Source: an optimization exercise on an open RTL-to-GDS flow (aim: small area). Production flows keep margins and buffers that such runs may drop.
In this exercise RTL edits were held to simulation tests only and were not proved equivalent to the original.

// nlp_softmax_core
module nlp_softmax_core (
    input  wire        clk,
    input  wire        reset,
    input  wire        ma_in_valid,
    input  wire [9:0]  ma_in_addr,
    input  wire [63:0] ma_in_word,
    output wire        max_valid,
    output wire [9:0]  max_addr,
    output wire [15:0] max_data,
    output wire        vec_valid,
    output wire [9:0]  vec_addr,
    output wire [15:0] vec_out,
    output wire [31:0] acc_out,
    output wire [15:0] gmax_out,
    input  wire        rp_stall,
    output wire [3:0]  ks_out,
    output wire [15:0] thr_out,
    input  wire        div_in_valid,
    input  wire [15:0] div_lmax_in,
    input  wire [15:0] div_ky_in,
    output wire        div_out_valid,
    output wire [63:0] div_out_word
);
For scale: roughly 4,700 cells after synthesis, about 370 flip-flops, about 30,000 um^2 of cells after synthesis.
==> module nlp_fp16_max, before the edit <==
module nlp_fp16_max (
    input  wire [15:0] a,
    input  wire [15:0] b,
    output wire [15:0] y
);
    wire ge     = a[14:0] >= b[14:0];
    wire pick_a = (a[15] ^ b[15]) ? b[15] : (a[15] ^ ge);
    assign y = pick_a ? a : b;
endmodule
==> module nlp_pipe_ma, before the edit <==
module nlp_pipe_ma (
    input  wire        clk,
    input  wire        reset,
    input  wire        in_valid,
    input  wire [9:0]  in_addr,
    input  wire [63:0] in_word,
    input  wire [15:0] gmax_in,
    output wire        max_valid,
    output wire [9:0]  max_addr,
    output wire [15:0] max_data,
    output wire        vec_valid,
    output wire [9:0]  vec_addr,
    output wire [15:0] vec_out,
    output wire [31:0] acc_out
);
    reg  [5:1]  v;
    reg  [9:0]  a1, a2, a3, a4, a5;
    reg  [63:0] l1;
    reg  [15:0] m1, m2;
    reg  [15:0] k2, k3, k4, k5;
    reg  [3:0]  h3, h4, h5;
    reg  [31:0] acc;
    wire [15:0] max_ab, max_cd, row_max;
    nlp_fp16_max u_max_ab (.a(in_word[15:0]),  .b(in_word[31:16]), .y(max_ab));
    nlp_fp16_max u_max_cd (.a(in_word[47:32]), .b(in_word[63:48]), .y(max_cd));
    nlp_fp16_max u_max_row (.a(max_ab), .b(max_cd), .y(row_max));
    wire [15:0] code;
    genvar g;
    generate
        for (g = 0; g < 4; g = g + 1) begin : g_lane
            nlp_subcode_lane u_sc (.a(l1[16*g +: 16]), .b(m1), .code(code[4*g +: 4]));
        end
    endgenerate
    wire [3:0] code5;
    nlp_subcode u_sc5 (.a(m2), .b(gmax_in), .code(code5));
    wire [3:0]  sh = v[5] ? h5 : 4'd0;
    wire [16:1] o0 = v[5] ? (16'h8000 >> k5[3:0])   : 16'd0;
    wire [16:1] o1 = v[5] ? (16'h8000 >> k5[7:4])   : 16'd0;
    wire [16:1] o2 = v[5] ? (16'h8000 >> k5[11:8])  : 16'd0;
    wire [16:1] o3 = v[5] ? (16'h8000 >> k5[15:12]) : 16'd0;
    wire [17:1] p01 = (k5[3:0] == k5[7:4])   ? {o0, 1'b0} : {1'b0, o0 | o1};
    wire [17:1] p23 = (k5[11:8] == k5[15:12]) ? {o2, 1'b0} : {1'b0, o2 | o3};
    wire [31:0] acc_sh   = acc >> sh;
    wire [31:1] acc_next = acc_sh[31:1] + {14'd0, p01} + {14'd0, p23};
    always @(posedge clk) begin
        if (reset) begin
            v   <= 5'd0;
            acc <= 32'd0;
        end else begin
            v <= {v[4:1], in_valid};
            acc <= {acc_next, acc_sh[0]};
        end
    end
    always @(posedge clk) begin
        a1 <= in_addr;  a2 <= a1;  a3 <= a2;  a4 <= a3;  a5 <= a4;
        l1 <= in_word;
        m1 <= row_max;  m2 <= m1;
        k2 <= code;  k3 <= k2;  k4 <= k3;  k5 <= k4;
        h3 <= code5;  h4 <= h3;  h5 <= h4;
    end
    assign max_valid = v[2];
    assign max_addr  = a2;
    assign max_data  = m2;
    assign vec_valid = v[5];
    assign vec_addr  = a5;
    assign vec_out   = k5;
    assign acc_out   = acc;
endmodule
export LEC_CHECK = 0
export ABC_AREA = 1
export CAP_MARGIN = 20
export CORE_MARGIN = 2
export CORE_UTILIZATION = 55
export CTS_BUF_LIST = sky130_fd_sc_hd__clkbuf_4
export PLACE_DENSITY = 0.68
export SLEW_MARGIN = 20
create_clock -name core_clock -period 25.0 [get_ports {clk}]
standard.sh (not shown) runs the stock make flow with config.mk's settings and CLKGATE_MAP_FILE= SYNTH_SCRIPT=/design/flow/synth_recipe.tcl, a recipe that flattens the netlist after the stock synthesis.
==> flow/flow/run.sh <==
#!/bin/bash
# Layout flow: the standard layout (standard.sh) with its synthesis's
# technology mapping changed (see synth_small.tcl) and the port buffers made
# of the smallest buffer cell. The standard synthesis is
# run as well, into orfs_ref/, and the registers of both netlists (names and
# cell types) are compared; if they differ the standard flow is used instead.
# Every tool's output goes to a log file in the work folder.
set -uo pipefail
W=$(pwd)
export SMALL_ABC_SCRIPT=$W/flow/abc_small.script

MAKELINE=$(grep '^make ' standard.sh)
REFLINE=${MAKELINE//WORK_HOME=$W\/orfs/WORK_HOME=$W\/orfs_ref}
MYLINE=${MAKELINE//SYNTH_SCRIPT=$W\/synth_recipe.tcl/SYNTH_SCRIPT=$W\/flow\/synth_small.tcl ADDER_MAP_FILE=$W\/flow\/adders_plain.v}
MYLINE=${MYLINE//\"\$\{@:-finish\}\"/}
# port buffers of the smallest buffer cell rather than the delay buffer
MYLINE="$MYLINE BUFFER_PORTS_ARGS='-buffer_cell sky130_fd_sc_hd__buf_1'"
REFLINE=${REFLINE//\"\$\{@:-finish\}\"/}

regs() {
  # instance name and cell type (drive strength dropped) of every flip-flop
  awk '/^ *sky130_fd_sc_hd__(df|sdf|edf|dlx|dlr)/ {c=$1; sub(/_[0-9]+$/, "", c); print c, $2}' "$1" | sort
}

eval "$REFLINE synth" > $W/ref_synth.log 2>&1 &
REFPID=$!
eval "$MYLINE synth" > $W/small_synth.log 2>&1
MYRC=$?
wait $REFPID
REFRC=$?

R=orfs/results/${FLOW_PLATFORM}/nlp_softmax_core/base/1_2_yosys.v
RR=orfs_ref/results/${FLOW_PLATFORM}/nlp_softmax_core/base/1_2_yosys.v
OK=0
if [[ $MYRC -eq 0 && $REFRC -eq 0 && -f $R && -f $RR ]]; then
  regs $R > $W/regs_small.txt
  regs $RR > $W/regs_ref.txt
  if [[ -s $W/regs_ref.txt ]] && cmp -s $W/regs_small.txt $W/regs_ref.txt; then
    OK=1
  fi
fi
echo "small synthesis rc=$MYRC reference rc=$REFRC registers match=$OK" > $W/flow_choice.log

if [[ $OK -eq 1 ]]; then
  eval "$MYLINE finish" > $W/layout.log 2>&1
else
  rm -rf $W/orfs
  bash standard.sh synth > $W/std_synth.log 2>&1
  bash standard.sh finish > $W/layout.log 2>&1
fi
RES=orfs/results/${FLOW_PLATFORM}/nlp_softmax_core/base
if [[ -f $RES/6_final.odb ]]; then
  : # left out here: write the final layout as DEF
fi
Other scripts of this flow, unchanged in this note and not shown: flow/flow/abc_small.script, flow/flow/adders_plain.v, flow/flow/synth_small.tcl
The starting point went through all stages and came out clean.
==> next run, changes <==
--- a/flow/design.v
+++ b/flow/design.v
@@ -161,14 +161,15 @@
     end
 endmodule
 module nlp_fp16_max (
     input  wire [15:0] a,
     input  wire [15:0] b,
-    output wire [15:0] y
+    output wire [15:0] y,
+    output wire        pick_a
 );
-    wire ge     = a[14:0] >= b[14:0];
-    wire pick_a = (a[15] ^ b[15]) ? b[15] : (a[15] ^ ge);
+    wire ge = a[14:0] >= b[14:0];
+    assign pick_a = (a[15] ^ b[15]) ? b[15] : (a[15] ^ ge);
     assign y = pick_a ? a : b;
 endmodule
 module nlp_lod (
     input  wire [31:0] x,
     output reg  [3:0]  pos,
@@ -209,24 +210,33 @@
 );
     reg  [5:1]  v;
     reg  [9:0]  a1, a2, a3, a4, a5;
     reg  [63:0] l1;
     reg  [15:0] m1, m2;
+    reg  [1:0]  x1;
     reg  [15:0] k2, k3, k4, k5;
     reg  [3:0]  h3, h4, h5;
     reg  [31:0] acc;
     wire [15:0] max_ab, max_cd, row_max;
-    nlp_fp16_max u_max_ab (.a(in_word[15:0]),  .b(in_word[31:16]), .y(max_ab));
-    nlp_fp16_max u_max_cd (.a(in_word[47:32]), .b(in_word[63:48]), .y(max_cd));
-    nlp_fp16_max u_max_row (.a(max_ab), .b(max_cd), .y(row_max));
+    wire        pick_a, pick_c, pick_ab;
+    nlp_fp16_max u_max_ab (.a(in_word[15:0]),  .b(in_word[31:16]), .y(max_ab), .pick_a(pick_a));
+    nlp_fp16_max u_max_cd (.a(in_word[47:32]), .b(in_word[63:48]), .y(max_cd), .pick_a(pick_c));
+    nlp_fp16_max u_max_row (.a(max_ab), .b(max_cd), .y(row_max), .pick_a(pick_ab));
+    wire [1:0]  row_idx = pick_ab ? {1'b0, ~pick_a} : {1'b1, ~pick_c};
+    wire [15:0] ua = (x1 == 2'd0) ? l1[31:16] : l1[15:0];
+    wire [15:0] ub = (x1 <= 2'd1) ? l1[47:32] : l1[31:16];
+    wire [15:0] uc = (x1 <= 2'd2) ? l1[63:48] : l1[47:32];
+    wire [3:0]  ca, cb, cc;
+    nlp_subcode_lane u_sca (.a(ua), .b(m1), .code(ca));
+    nlp_subcode_lane u_scb (.a(ub), .b(m1), .code(cb));
+    nlp_subcode_lane u_scc (.a(uc), .b(m1), .code(cc));
+    wire [3:0]  cm = (&m1[14:10]) ? 4'hf : 4'h0;
     wire [15:0] code;
-    genvar g;
-    generate
-        for (g = 0; g < 4; g = g + 1) begin : g_lane
-            nlp_subcode_lane u_sc (.a(l1[16*g +: 16]), .b(m1), .code(code[4*g +: 4]));
-        end
-    endgenerate
+    assign code[3:0]   = (x1 == 2'd0) ? cm : ca;
+    assign code[7:4]   = (x1 == 2'd0) ? ca : (x1 == 2'd1) ? cm : cb;
+    assign code[11:8]  = (x1 <= 2'd1) ? cb : (x1 == 2'd2) ? cm : cc;
+    assign code[15:12] = (x1 == 2'd3) ? cm : cc;
     wire [3:0] code5;
     nlp_subcode u_sc5 (.a(m2), .b(gmax_in), .code(code5));
     wire [3:0]  sh = v[5] ? h5 : 4'd0;
     wire [16:1] o0 = v[5] ? (16'h8000 >> k5[3:0])   : 16'd0;
     wire [16:1] o1 = v[5] ? (16'h8000 >> k5[7:4])   : 16'd0;
@@ -247,10 +257,11 @@
     end
     always @(posedge clk) begin
         a1 <= in_addr;  a2 <= a1;  a3 <= a2;  a4 <= a3;  a5 <= a4;
         l1 <= in_word;
         m1 <= row_max;  m2 <= m1;
+        x1 <= row_idx;
         k2 <= code;  k3 <= k2;  k4 <= k3;  k5 <= k4;
         h3 <= code5;  h4 <= h3;  h5 <= h4;
     end
     assign max_valid = v[2];
     assign max_addr  = a2;
Utilization went down by 0.34 points.
Wire length fell by about 5%.
Die area is lower by about 6%.
Setup slack gains 720 ps.
Via count drops by about 8%.

## separate check: timing with driven ports
In the flow no input, the clock included, has a driving cell. The finished layouts below were timed again as built, in two steps. Step 1 assumes that a clkbuf_16 drives the clock port and a buf_2 every other input. Step 2 adds t to the input delays and takes it off the output delays; t is the mean of the earliest and latest rising clock arrival at the registers after step 1. Input paths then give back, and output paths get back, about the clock's delay inside the block. Slacks: ideal ports / drivers / drivers and shift; pairs: ideal ports / drivers.
| run | shift t [ns] | setup slack, ns | hold slack, ns |
|---|---|---|---|
| the first run | 0.906 | 5.853 / 5.887 / 4.981 | 0.280 / 0.280 / 0.280 |
| the second run | 0.917 | 6.572 / 6.607 / 5.690 | 0.290 / 0.290 / 0.290 |
After both steps setup and hold are still met in every run listed. For the second run, which loses most, drivers alone change the setup slack by +0.035 ns; drivers and shift together by -0.882 ns.
